Context: an optimization exercise on an open-source flow, tuned for small area. The choices shown serve that exercise and are no tape-out recipe.
Only simulation tests tie the RTL to the original design; equivalence was not proved.
No activity file was given, so power comes from the tool's default toggle rates.

## hevc_rtp_depkt
module hevc_rtp_depkt #(
    parameter FU_MAX_FRAGS = 32,
    parameter FU_MAX_BYTES = 16384
) (
    input  wire        clk,
    input  wire        rst,
    input  wire        in_valid,
    input  wire [7:0]  in_data,
    input  wire        in_last,
    input  wire        cfg_donl,
    input  wire        cfg_dond,
    input  wire        dp_reset,
    output reg         d_valid,
    output wire [1:0]  d_kind,
    output wire        d_nalv,
    output wire        d_f,
    output wire [5:0]  d_type,
    output wire [5:0]  d_layer,
    output wire [2:0]  d_tid,
    output wire        d_donl,
    output wire        d_dond,
    output wire [15:0] d_len,
    output wire [15:0] d_off,
    output wire [15:0] d_cnt,
    output reg         r_valid,
    output reg  [3:0]  r_status,
    output wire [18:0] r_hdrlen,
    output wire        r_p,
    output wire        r_x,
    output wire [3:0]  r_cc,
    output wire        r_m,
    output wire [6:0]  r_pt,
    output wire [15:0] r_seq,
    output wire [31:0] r_ts,
    output wire [31:0] r_ssrc,
    output wire        r_nal_f,
    output wire [5:0]  r_nal_type,
    output wire [5:0]  r_nal_layer,
    output wire [2:0]  r_nal_tid,
    output wire [1:0]  r_pos,
    output wire [5:0]  r_nfrag,
    output wire [15:0] r_fragbytes
);
make LEC_CHECK=0 ABC_AREA=1 CAP_MARGIN=20 CORE_MARGIN=2 CORE_UTILIZATION=40 CTS_BUF_LIST=sky130_fd_sc_hd__clkbuf_4 CTS_CLUSTER_SIZE=30 SLEW_MARGIN=20 finish   # period 12.0 ns
run.sh (not shown) runs the stock make flow with config.mk's settings and CLKGATE_MAP_FILE= SYNTH_SCRIPT=/design/flow/synth_recipe.tcl, a recipe that flattens the netlist after the stock synthesis.
The starting point passed the timing, DRC and antenna checks.
Then changed:
- ABC_AREA: 1 -> unset
- CTS_BUF_LIST: sky130_fd_sc_hd__clkbuf_4 -> unset
- CTS_CLUSTER_SIZE: 30 -> unset
=> The new run produced a clean layout. Global-route usage is lower by 1.2 points. Worst setup slack is worse by 1200 ps. Cell count is lower by about a fifth. Fmax is lower by roughly a tenth. Non-clock buffer count is higher by 2. Worst hold slack is better by 43 ps. Final area is lower by a few percent. Total power is higher by roughly a tenth. First-iteration DRC count is lower slightly. Wire length is lower by a little under a tenth.

========
rev 12:
Another version of the RTL of hevc_rtp_depkt (not shown whole).
Size: ~1000 cells after synthesis.
==> flow/config.mk <==
export PLATFORM = sky130hd
export DESIGN_NAME = hevc_rtp_depkt
export DESIGN_NICKNAME = hevc_rtp_depkt
export VERILOG_FILES = /design/flow/design.v
export SDC_FILE = /design/flow/constraint.sdc
export NUM_CORES = 4
export LEC_CHECK = 0
export CAP_MARGIN = 20
export CORE_MARGIN = 2
export CORE_UTILIZATION = 40
export SLEW_MARGIN = 20
==> flow/constraint.sdc <==
create_clock -name core_clock -period 12.0 [get_ports {clk}]
set_input_delay 2.4000 -clock core_clock [delete_from_list [all_inputs] [get_ports {clk}]]
set_output_delay 2.4000 -clock core_clock [all_outputs]
set_load 0.01 [all_outputs]
standard.sh (not shown) runs the stock make flow with config.mk's settings and CLKGATE_MAP_FILE= SYNTH_SCRIPT=/design/flow/synth_recipe.tcl, a recipe that flattens the netlist after the stock synthesis.
==> flow/flow/run.sh <==
#!/bin/bash
# Layout flow: the standard ORFS flow (standard.sh, unchanged synthesis),
# with the port buffers made of the smallest buffer cell, a coarser clock
# tree without dummy loads, and power recovery (downsizing of gates off the
# critical paths) after global routing.
set -euo pipefail
bash standard.sh finish \
  "BUFFER_PORTS_ARGS=-buffer_cell sky130_fd_sc_hd__buf_1" \
  "CTS_ARGS=-sink_clustering_enable -repair_clock_nets -dont_use_dummy_load -sink_clustering_size 30 -sink_clustering_max_diameter 80" \
  "RECOVER_POWER=100" \
  > standard_flow.log 2>&1
The flow for rev 12 finished, though final verification flagged capacitance limit, slew limit.
Inputs modified between rev 12 and rev 13:
Settings: CTS_CLUSTER_DIAMETER: unset -> 80; CTS_CLUSTER_SIZE: unset -> 30.
==> flow/run.sh (new file) <==
#!/bin/bash
# synth_recipe.tcl (not shown) runs the flow's synth.tcl, then flattens the netlist and writes it again
# the make line also repeats each setting of config.mk as NAME=value (left out here)
make -C /OpenROAD-flow-scripts/flow DESIGN_CONFIG=/design/flow/config.mk WORK_HOME=/design/flow/orfs CLKGATE_MAP_FILE= SYNTH_SCRIPT=/design/flow/synth_recipe.tcl finish
removed: flow/flow/run.sh
removed: flow/standard.sh
==> comparison <==
Rev 13 has actual transition at the worst max-transition pin below what rev 12 had.
Rev 13 did not stop at any stage, and its layout met the timing, DRC and antenna checks.
met3 usage sits higher in rev 13 than in rev 12.
Rev 13 vs rev 12 — fmax climbed by more than 10%
Diff rev 13..rev 12 | routed wire length | negligible

========
## oak
hevc_rtp_depkt, a different RTL version from the one above (not shown whole).
For scale: about 250 flip-flops, roughly 240 I/O pins, about 13000 sq um of cells after synthesis.
Settings: LEC_CHECK=0, CAP_MARGIN=20, CORE_MARGIN=2, CORE_UTILIZATION=40, SLEW_MARGIN=20; clock period 12.0 ns.
==> flow/flow/run.sh <==
#!/bin/bash
# Layout flow: the standard ORFS flow (standard.sh, unchanged synthesis),
# with the port buffers made of the smallest buffer cell and a coarser
# clock tree without dummy loads.
set -euo pipefail
bash standard.sh finish \
  "BUFFER_PORTS_ARGS=-buffer_cell sky130_fd_sc_hd__buf_1" \
  "CTS_ARGS=-sink_clustering_enable -repair_clock_nets -dont_use_dummy_load -sink_clustering_size 30 -sink_clustering_max_diameter 80" \
  > standard_flow.log 2>&1
oak finished end to end and its layout was clean on timing, DRC and antenna.
The following lists how pine was set up differently from oak:
==> flow/run.sh (new file) <==
#!/bin/bash
# synth_recipe.tcl (not shown) runs the flow's synth.tcl, then flattens the netlist and writes it again
# the make line also repeats each setting of config.mk as NAME=value (left out here)
make -C /OpenROAD-flow-scripts/flow DESIGN_CONFIG=/design/flow/config.mk WORK_HOME=/design/flow/orfs CLKGATE_MAP_FILE= SYNTH_SCRIPT=/design/flow/synth_recipe.tcl finish
diff --git a/flow/config.mk b/flow/config.mk
--- a/flow/config.mk
+++ b/flow/config.mk
@@ -9,3 +9,5 @@
 export CORE_MARGIN = 2
 export CORE_UTILIZATION = 40
+export CTS_CLUSTER_DIAMETER = 60
+export CTS_CLUSTER_SIZE = 24
 export SLEW_MARGIN = 20
removed: flow/flow/run.sh
removed: flow/standard.sh
Findings:
Count of cell instances traversed by the critical path across pine and oak: no real change.
Summary — minimum clock period after layout, pine relative to oak: higher, by 0.56 ns.
Compared with oak, pine shows a higher total power of the final layout.
Side by side, routed wire length turned out higher in pine than in oak.
Comparing pine against oak, there is no change at all in number of cells traversed by the worst hold path.
Core utilization (pine over oak): increase, 6.2 points
Compared with oak, pine instantiates a larger number of standard cells.
On synthesized cell count, pine tracks oak almost exactly.
Input-level comparison between birch and pine:
diff --git a/flow/config.mk b/flow/config.mk
--- a/flow/config.mk
+++ b/flow/config.mk
@@ -9,5 +9,3 @@
 export CORE_MARGIN = 2
 export CORE_UTILIZATION = 40
-export CTS_CLUSTER_DIAMETER = 60
-export CTS_CLUSTER_SIZE = 24
 export SLEW_MARGIN = 20
Notes after the runs:
Diff pine..birch | number of placed instances with taps included | unchanged. On non-clock buffer area fraction after layout, birch and pine are basically level. CTS buffer count, birch and pine: lower on pine. birch: number of non-filler instances in the completed layout 0.47% above pine. Between birch and pine, fraction of met2 tracks used by global routing is higher for pine, birch comes in under that. There was hardly any difference in share of the cycle needed by the critical path after routing between pine and birch. Compared with pine, birch shows a number of clock buffers in the layout that is 52% higher. birch ended with more worst ir drop on vdd than pine. On end-of-flow core utilization, birch and pine are neck and neck.
diff inputs: birch => maple
diff --git a/flow/config.mk b/flow/config.mk
--- a/flow/config.mk
+++ b/flow/config.mk
@@ -9,3 +9,5 @@
 export CORE_MARGIN = 2
 export CORE_UTILIZATION = 40
+export CTS_CLUSTER_DIAMETER = 80
+export CTS_CLUSTER_SIZE = 30
 export SLEW_MARGIN = 20
==> notes.md <==
- Delta (maple minus birch): flip-flop and latch share of the layout cell area rose by 0.94 points; global-route usage fell by 0.20 points; power dissipated in the clock network fell by about 26%; data arrival time at the worst-slack endpoint rose by 0.03 ns.
- Relative to birch, number of clock-tree buffers in the layout has gone down in maple.
- From birch to maple the numbers moved as follows: power density normalized to cell area shrank by 7.4%, width of the die held steady, total power shrank by 220 uW.
- Between maple and birch, the difference in global routing met1 resource utilization is negligible.

==> afterwards: timing with drivers on the ports <==
The flow's constraints put no driver on any port. The routed layouts listed below were extracted and timed again, unchanged, in two steps.
Step 1 (the two cells are an assumption about what drives the block):
set clk [get_ports {clk}]
set_driving_cell -lib_cell sky130_fd_sc_hd__clkbuf_16 $clk
set_driving_cell -lib_cell sky130_fd_sc_hd__buf_2 [delete_from_list [all_inputs] $clk]
Step 2 times the ports against the registers' clock, not the clock port: input delays grow and output delays shrink by t, the midpoint of the rising clock arrivals with the driver on.
a / b / c = no drivers / after step 1 / after step 2; a / b = the first two.
run	t, ns	setup slack, ns	worst hold slack (ns)
the first run of note 1	0.752	4.598 / 4.547 / 5.299	0.407 / 0.407 / 0.407
the second run of note 1	0.611	3.416 / 3.366 / 3.977	0.450 / 0.450 / 0.450
rev 12	0.538	2.973 / 2.973 / 2.973	0.446 / 0.446 / 0.446
rev 13	0.551	4.417 / 4.369 / 4.484	0.448 / 0.448 / 0.448
oak	0.533	4.575 / 4.529 / 5.031	0.444 / 0.444 / 0.444
pine	0.589	4.012 / 3.962 / 4.512	0.446 / 0.446 / 0.446
birch	0.603	4.001 / 3.951 / 4.553	0.436 / 0.436 / 0.436
maple	0.550	3.972 / 3.921 / 4.471	0.446 / 0.446 / 0.446
